This design comes from an exercise in tuning for small area and a short achievable clock period on the open sky130 flow, not from production work.
In this exercise RTL edits were held to simulation tests only and were not proved equivalent to the original.

==> inputs of harbor <==
==> flow/design.v (excerpt) <==
module rmdo_core (
    input  wire        clk,
    input  wire        rst,
    input  wire        tick,
    input  wire        cmd_valid,
    input  wire [31:0] cmd_word,
    output wire [7:0]  out_sample,
    output wire [31:0] result
);
    localparam [15:0] PT_RESET = 16'd69;    
    localparam integer NQ = 9;               
    reg [15:0] lb, rb;
    reg        act, cy, sgn, pend;
    reg [15:0] pr;
    reg [10:0] pq;               
    reg [16:0] racc;
    reg [15:0] offcur, offmeas, rtarget, rstart;
    reg [8:0]  wrap, wsnap;
    reg [16:0] rremain, rtotal;
    reg [16:0] result_r;
    assign result = {15'd0, result_r};
    wire [15:0] fin_rem [0:11-NQ];
    wire [10:0] qs;
    assign fin_rem[0] = pr;
    genvar gi;
    generate
        for (gi = 0; gi < 11 - NQ; gi = gi + 1) begin : g_fin
            rmdo_div_stage #(.I(10 - NQ - gi)) u_st (
                .rem_i(fin_rem[gi]), .t(rtotal), .rem_o(fin_rem[gi+1]), .qbit(qs[10 - NQ - gi])
            );
        end
    endgenerate
    assign qs[10:11-NQ] = pq[10:11-NQ];
    wire [15:0] rs = fin_rem[11-NQ];
    wire [15:0] qe    = {5'd0, qs};
    wire [15:0] e_opd = act ? (sgn ? ~qe : qe) : 16'd0;
    wire        e_cin = act & (sgn ^ cy);
    wire [15:0] rcur  = rb + e_opd + {15'd0, e_cin};
    wire [15:0] lph   = lb + e_opd + {15'd0, e_cin};
    wire [15:0] fph;
    rmdo_fmul u_fmul (.a(lph), .b(offcur), .y(fph));
    wire [7:0] out_v;
    rmdo_out u_out (.lph(lph), .fph(fph), .wrap(wsnap), .out(out_v));
    assign out_sample = out_v;
    wire [7:0] negwrap = (wrap[8:1] > 8'd64) ? wrap[8:1] : 8'd64;
    wire [3:0]  op    = cmd_word[31:28];
    wire [11:0] dur   = cmd_word[27:16];
    wire [15:0] v16   = cmd_word[15:0];
    wire [10:0] v11   = cmd_word[10:0];
    wire [3:0]  regno = cmd_word[3:0];
    wire z27_16 = (cmd_word[27:16] == 12'd0);
    wire z15_11 = (cmd_word[15:11] == 5'd0);
    wire z10_7  = (cmd_word[10:7]  == 4'd0);
    wire z6_4   = (cmd_word[6:4]   == 3'd0);
    wire is_sett_imm   = (op == 4'h1) && z27_16;
    wire is_sett_glide = (op == 4'h2);
    wire is_setn_imm   = (op == 4'h3) && z27_16 && z15_11 && z10_7;
  ...
==> module rmdo_pitch_split, before the edit <==
module rmdo_pitch_split (
    input  wire [9:0] addr,
    output wire [3:0] oct,
    output wire [6:0] r
);
    reg [7:0] t;
    always @(*) begin
        case (addr[9:3])
            7'd0: t = {4'd0, 4'd0};
            7'd1: t = {4'd0, 4'd1};
            7'd2: t = {4'd0, 4'd2};
            7'd3: t = {4'd0, 4'd3};
            7'd4: t = {4'd0, 4'd4};
            7'd5: t = {4'd0, 4'd5};
            7'd6: t = {4'd0, 4'd6};
            7'd7: t = {4'd0, 4'd7};
            7'd8: t = {4'd0, 4'd8};
            7'd9: t = {4'd0, 4'd9};
            7'd10: t = {4'd0, 4'd10};
            7'd11: t = {4'd0, 4'd11};
            7'd12: t = {4'd0, 4'd12};
            7'd13: t = {4'd0, 4'd13};
            7'd14: t = {4'd0, 4'd14};
            7'd15: t = {4'd1, 4'd0};
            7'd16: t = {4'd1, 4'd1};
            7'd17: t = {4'd1, 4'd2};
            7'd18: t = {4'd1, 4'd3};
            7'd19: t = {4'd1, 4'd4};
            7'd20: t = {4'd1, 4'd5};
            7'd21: t = {4'd1, 4'd6};
            7'd22: t = {4'd1, 4'd7};
            7'd23: t = {4'd1, 4'd8};
            7'd24: t = {4'd1, 4'd9};
            7'd25: t = {4'd1, 4'd10};
            7'd26: t = {4'd1, 4'd11};
            7'd27: t = {4'd1, 4'd12};
            7'd28: t = {4'd1, 4'd13};
            7'd29: t = {4'd1, 4'd14};
            7'd30: t = {4'd2, 4'd0};
            7'd31: t = {4'd2, 4'd1};
            7'd32: t = {4'd2, 4'd2};
            7'd33: t = {4'd2, 4'd3};
            7'd34: t = {4'd2, 4'd4};
            7'd35: t = {4'd2, 4'd5};
            7'd36: t = {4'd2, 4'd6};
            7'd37: t = {4'd2, 4'd7};
            7'd38: t = {4'd2, 4'd8};
            7'd39: t = {4'd2, 4'd9};
            7'd40: t = {4'd2, 4'd10};
            7'd41: t = {4'd2, 4'd11};
            7'd42: t = {4'd2, 4'd12};
            7'd43: t = {4'd2, 4'd13};
            7'd44: t = {4'd2, 4'd14};
            7'd45: t = {4'd3, 4'd0};
            7'd46: t = {4'd3, 4'd1};
            7'd47: t = {4'd3, 4'd2};
            7'd48: t = {4'd3, 4'd3};
            7'd49: t = {4'd3, 4'd4};
            7'd50: t = {4'd3, 4'd5};
            7'd51: t = {4'd3, 4'd6};
            7'd52: t = {4'd3, 4'd7};
            7'd53: t = {4'd3, 4'd8};
            7'd54: t = {4'd3, 4'd9};
            7'd55: t = {4'd3, 4'd10};
            7'd56: t = {4'd3, 4'd11};
            7'd57: t = {4'd3, 4'd12};
            7'd58: t = {4'd3, 4'd13};
            7'd59: t = {4'd3, 4'd14};
            7'd60: t = {4'd4, 4'd0};
            7'd61: t = {4'd4, 4'd1};
            7'd62: t = {4'd4, 4'd2};
            7'd63: t = {4'd4, 4'd3};
            7'd64: t = {4'd4, 4'd4};
            7'd65: t = {4'd4, 4'd5};
            7'd66: t = {4'd4, 4'd6};
            7'd67: t = {4'd4, 4'd7};
            7'd68: t = {4'd4, 4'd8};
            7'd69: t = {4'd4, 4'd9};
            7'd70: t = {4'd4, 4'd10};
            7'd71: t = {4'd4, 4'd11};
            7'd72: t = {4'd4, 4'd12};
            7'd73: t = {4'd4, 4'd13};
            7'd74: t = {4'd4, 4'd14};
            7'd75: t = {4'd5, 4'd0};
            7'd76: t = {4'd5, 4'd1};
            7'd77: t = {4'd5, 4'd2};
            7'd78: t = {4'd5, 4'd3};
            7'd79: t = {4'd5, 4'd4};
            7'd80: t = {4'd5, 4'd5};
            7'd81: t = {4'd5, 4'd6};
            7'd82: t = {4'd5, 4'd7};
            7'd83: t = {4'd5, 4'd8};
            7'd84: t = {4'd5, 4'd9};
            7'd85: t = {4'd5, 4'd10};
            7'd86: t = {4'd5, 4'd11};
            7'd87: t = {4'd5, 4'd12};
            7'd88: t = {4'd5, 4'd13};
            7'd89: t = {4'd5, 4'd14};
            7'd90: t = {4'd6, 4'd0};
            7'd91: t = {4'd6, 4'd1};
            7'd92: t = {4'd6, 4'd2};
            7'd93: t = {4'd6, 4'd3};
            7'd94: t = {4'd6, 4'd4};
            7'd95: t = {4'd6, 4'd5};
            7'd96: t = {4'd6, 4'd6};
            7'd97: t = {4'd6, 4'd7};
            7'd98: t = {4'd6, 4'd8};
            7'd99: t = {4'd6, 4'd9};
            7'd100: t = {4'd6, 4'd10};
            7'd101: t = {4'd6, 4'd11};
            7'd102: t = {4'd6, 4'd12};
            7'd103: t = {4'd6, 4'd13};
            7'd104: t = {4'd6, 4'd14};
            7'd105: t = {4'd7, 4'd0};
            7'd106: t = {4'd7, 4'd1};
            7'd107: t = {4'd7, 4'd2};
            7'd108: t = {4'd7, 4'd3};
            7'd109: t = {4'd7, 4'd4};
            7'd110: t = {4'd7, 4'd5};
            7'd111: t = {4'd7, 4'd6};
            7'd112: t = {4'd7, 4'd7};
            7'd113: t = {4'd7, 4'd8};
            7'd114: t = {4'd7, 4'd9};
            7'd115: t = {4'd7, 4'd10};
            7'd116: t = {4'd7, 4'd11};
            7'd117: t = {4'd7, 4'd12};
            7'd118: t = {4'd7, 4'd13};
            7'd119: t = {4'd7, 4'd14};
            7'd120: t = {4'd8, 4'd0};
            7'd121: t = {4'd8, 4'd1};
            7'd122: t = {4'd8, 4'd2};
            7'd123: t = {4'd8, 4'd3};
            7'd124: t = {4'd8, 4'd4};
            7'd125: t = {4'd8, 4'd5};
            7'd126: t = {4'd8, 4'd6};
            7'd127: t = {4'd8, 4'd7};
            default: t = 8'd0;
        endcase
    end
    assign oct = t[7:4];
    assign r   = {t[3:0], addr[2:0]};
endmodule
clock: 180.0 ns
lec_check: 0
abc_area: 1
cap_margin: 20
core_margin: 2
core_utilization: 60
slew_margin: 20
synth_memory_max_bits: 32768
run.sh (not shown) runs the stock make flow with config.mk's settings and CLKGATE_MAP_FILE= SYNTH_SCRIPT=/design/flow/synth_recipe.tcl, a recipe that flattens the netlist after the stock synthesis.
==> inputs of indigo, as changes to harbor <==
--- a/flow/design.v
+++ b/flow/design.v
@@ -142,142 +142,18 @@
     output wire [3:0] oct,
     output wire [6:0] r
 );
-    reg [7:0] t;
-    always @(*) begin
-        case (addr[9:3])
-            7'd0: t = {4'd0, 4'd0};
-            7'd1: t = {4'd0, 4'd1};
-            7'd2: t = {4'd0, 4'd2};
-            7'd3: t = {4'd0, 4'd3};
-            7'd4: t = {4'd0, 4'd4};
-            7'd5: t = {4'd0, 4'd5};
-            7'd6: t = {4'd0, 4'd6};
-            7'd7: t = {4'd0, 4'd7};
-            7'd8: t = {4'd0, 4'd8};
-            7'd9: t = {4'd0, 4'd9};
-            7'd10: t = {4'd0, 4'd10};
-            7'd11: t = {4'd0, 4'd11};
-            7'd12: t = {4'd0, 4'd12};
-            7'd13: t = {4'd0, 4'd13};
-            7'd14: t = {4'd0, 4'd14};
-            7'd15: t = {4'd1, 4'd0};
-            7'd16: t = {4'd1, 4'd1};
-            7'd17: t = {4'd1, 4'd2};
-            7'd18: t = {4'd1, 4'd3};
-            7'd19: t = {4'd1, 4'd4};
-            7'd20: t = {4'd1, 4'd5};
-            7'd21: t = {4'd1, 4'd6};
-            7'd22: t = {4'd1, 4'd7};
-            7'd23: t = {4'd1, 4'd8};
-            7'd24: t = {4'd1, 4'd9};
-            7'd25: t = {4'd1, 4'd10};
-            7'd26: t = {4'd1, 4'd11};
-            7'd27: t = {4'd1, 4'd12};
-            7'd28: t = {4'd1, 4'd13};
-            7'd29: t = {4'd1, 4'd14};
-            7'd30: t = {4'd2, 4'd0};
-            7'd31: t = {4'd2, 4'd1};
-            7'd32: t = {4'd2, 4'd2};
-            7'd33: t = {4'd2, 4'd3};
-            7'd34: t = {4'd2, 4'd4};
-            7'd35: t = {4'd2, 4'd5};
-            7'd36: t = {4'd2, 4'd6};
-            7'd37: t = {4'd2, 4'd7};
-            7'd38: t = {4'd2, 4'd8};
-            7'd39: t = {4'd2, 4'd9};
-            7'd40: t = {4'd2, 4'd10};
-            7'd41: t = {4'd2, 4'd11};
-            7'd42: t = {4'd2, 4'd12};
-            7'd43: t = {4'd2, 4'd13};
-            7'd44: t = {4'd2, 4'd14};
-            7'd45: t = {4'd3, 4'd0};
-            7'd46: t = {4'd3, 4'd1};
-            7'd47: t = {4'd3, 4'd2};
-            7'd48: t = {4'd3, 4'd3};
-            7'd49: t = {4'd3, 4'd4};
-            7'd50: t = {4'd3, 4'd5};
-            7'd51: t = {4'd3, 4'd6};
-            7'd52: t = {4'd3, 4'd7};
-            7'd53: t = {4'd3, 4'd8};
-            7'd54: t = {4'd3, 4'd9};
-            7'd55: t = {4'd3, 4'd10};
-            7'd56: t = {4'd3, 4'd11};
-            7'd57: t = {4'd3, 4'd12};
-            7'd58: t = {4'd3, 4'd13};
-            7'd59: t = {4'd3, 4'd14};
-            7'd60: t = {4'd4, 4'd0};
-            7'd61: t = {4'd4, 4'd1};
-            7'd62: t = {4'd4, 4'd2};
-            7'd63: t = {4'd4, 4'd3};
-            7'd64: t = {4'd4, 4'd4};
-            7'd65: t = {4'd4, 4'd5};
-            7'd66: t = {4'd4, 4'd6};
-            7'd67: t = {4'd4, 4'd7};
-            7'd68: t = {4'd4, 4'd8};
-            7'd69: t = {4'd4, 4'd9};
-            7'd70: t = {4'd4, 4'd10};
-            7'd71: t = {4'd4, 4'd11};
-            7'd72: t = {4'd4, 4'd12};
-            7'd73: t = {4'd4, 4'd13};
-            7'd74: t = {4'd4, 4'd14};
-            7'd75: t = {4'd5, 4'd0};
-            7'd76: t = {4'd5, 4'd1};
-            7'd77: t = {4'd5, 4'd2};
-            7'd78: t = {4'd5, 4'd3};
-            7'd79: t = {4'd5, 4'd4};
-            7'd80: t = {4'd5, 4'd5};
-            7'd81: t = {4'd5, 4'd6};
-            7'd82: t = {4'd5, 4'd7};
-            7'd83: t = {4'd5, 4'd8};
-            7'd84: t = {4'd5, 4'd9};
-            7'd85: t = {4'd5, 4'd10};
-            7'd86: t = {4'd5, 4'd11};
-            7'd87: t = {4'd5, 4'd12};
-            7'd88: t = {4'd5, 4'd13};
-            7'd89: t = {4'd5, 4'd14};
-            7'd90: t = {4'd6, 4'd0};
-            7'd91: t = {4'd6, 4'd1};
-            7'd92: t = {4'd6, 4'd2};
-            7'd93: t = {4'd6, 4'd3};
-            7'd94: t = {4'd6, 4'd4};
-            7'd95: t = {4'd6, 4'd5};
-            7'd96: t = {4'd6, 4'd6};
-            7'd97: t = {4'd6, 4'd7};
-            7'd98: t = {4'd6, 4'd8};
-            7'd99: t = {4'd6, 4'd9};
-            7'd100: t = {4'd6, 4'd10};
-            7'd101: t = {4'd6, 4'd11};
-            7'd102: t = {4'd6, 4'd12};
-            7'd103: t = {4'd6, 4'd13};
-            7'd104: t = {4'd6, 4'd14};
-            7'd105: t = {4'd7, 4'd0};
-            7'd106: t = {4'd7, 4'd1};
-            7'd107: t = {4'd7, 4'd2};
-            7'd108: t = {4'd7, 4'd3};
-            7'd109: t = {4'd7, 4'd4};
-            7'd110: t = {4'd7, 4'd5};
-            7'd111: t = {4'd7, 4'd6};
-            7'd112: t = {4'd7, 4'd7};
-            7'd113: t = {4'd7, 4'd8};
-            7'd114: t = {4'd7, 4'd9};
-            7'd115: t = {4'd7, 4'd10};
-            7'd116: t = {4'd7, 4'd11};
-            7'd117: t = {4'd7, 4'd12};
-            7'd118: t = {4'd7, 4'd13};
-            7'd119: t = {4'd7, 4'd14};
-            7'd120: t = {4'd8, 4'd0};
-            7'd121: t = {4'd8, 4'd1};
-            7'd122: t = {4'd8, 4'd2};
-            7'd123: t = {4'd8, 4'd3};
-            7'd124: t = {4'd8, 4'd4};
-            7'd125: t = {4'd8, 4'd5};
-            7'd126: t = {4'd8, 4'd6};
-            7'd127: t = {4'd8, 4'd7};
-            default: t = 8'd0;
-        endcase
-    end
-    assign oct = t[7:4];
-    assign r   = {t[3:0], addr[2:0]};
+    wire [6:0] a = addr[9:3];
+    wire [7:0] ge;
+    genvar i;
+    generate
+        for (i = 1; i <= 8; i = i + 1) begin : g_cmp
+            assign ge[i-1] = (a >= 7'd15 * i);
+        end
+    endgenerate
+    assign oct = {ge[7], ge[3] & ~ge[7], (ge[1] & ~ge[3]) | (ge[5] & ~ge[7]),
+                  (ge[0] & ~ge[1]) | (ge[2] & ~ge[3]) | (ge[4] & ~ge[5]) | (ge[6] & ~ge[7])};
+    wire [3:0] rp = a[3:0] + oct;
+    assign r = {rp, addr[2:0]};
 endmodule
 module rmdo_pitch_rom (
     input  wire [3:0]  oct,
CAP_MARGIN = 90   (was 20)
SLEW_MARGIN = 90   (was 20)
==> impl_metrics.ini <==
[yosys]
ys_seq_area_share_pct = 11.7
synth_xor_area_share_pct = 5.78
yosysUniqueCellTypes = 72
syn-instance-count = 5818
ys_warn_count = 5
netlist_area_um2 = 38400
synth_top_area_share_pct = 14.0
netlist_top_cells_count = 1,094 x nand2_1, 931 x inv_1, 650 x nor2_1
ys_top_cells_by_area = fa_1 14%, ha_1 13%, nand2_1 11%, dfxtp_1 9.6%, inv_1 9.1%

[outcome]
lastStage = 3_5_place_dp
status = stopped before the end
firstError = [ERROR DPL-0038] Utilization greater than 100%, impossible to legalize

[floorplan]
die_y_um = 257
initial_core_util_pct = 60.8
std_cell_rows = 92

[placed_design]
gp_congestion = 1.09
-- figures above: indigo

==> impl_metrics.ini <==
[floorplan]
die_y_um = 259
initial_core_util_pct = 60.7
std_cell_rows = 93

[yosys]
ys_top_cells_by_area = fa_1 14%, ha_1 13%, nand2_1 11%, dfxtp_1 9.5%, inv_1 8.6%
ys_warn_count = 6
synth_top_area_share_pct = 13.7
synth_xor_area_share_pct = 5.48
ys_seq_area_share_pct = 11.5
netlist_area_um2 = 39100
yosysUniqueCellTypes = 76
syn-instance-count = 5916

[timing]
fin_ws_ns = 117.15

[layout]
sh_seq_area_pct = 10.9

[outcome]
status = finished clean

[placed_design]
gp_congestion = 1.05
-- figures above: harbor

## afterwards: timing with drivers on the ports
The results above use ideal ports. As a check the final layout listed here was re-extracted and re-timed, cells and wires unchanged.
Step 1 (the two cells are an assumption about what drives the block):
set clk [get_ports {clk}]
set_driving_cell -lib_cell sky130_fd_sc_hd__clkbuf_16 $clk
set_driving_cell -lib_cell sky130_fd_sc_hd__buf_2 [delete_from_list [all_inputs] $clk]
Step 2 moves the port delays by t, midway between the first and last clock arrival at a register: inputs arrive t later, outputs are due t later. That takes back most of the time a late clock gives input paths.
a / b / c = no drivers / after step 1 / after step 2; a / b = the first two.
run: harbor
t (ns): 0.631
slack for setup (ns): 117.150 / 117.191 / 116.560
worst setup path after step 2: input to register
After both steps harbor still meets setup and hold. The setup slack of harbor moves by +0.041 ns with the drivers and by -0.590 ns with both steps.
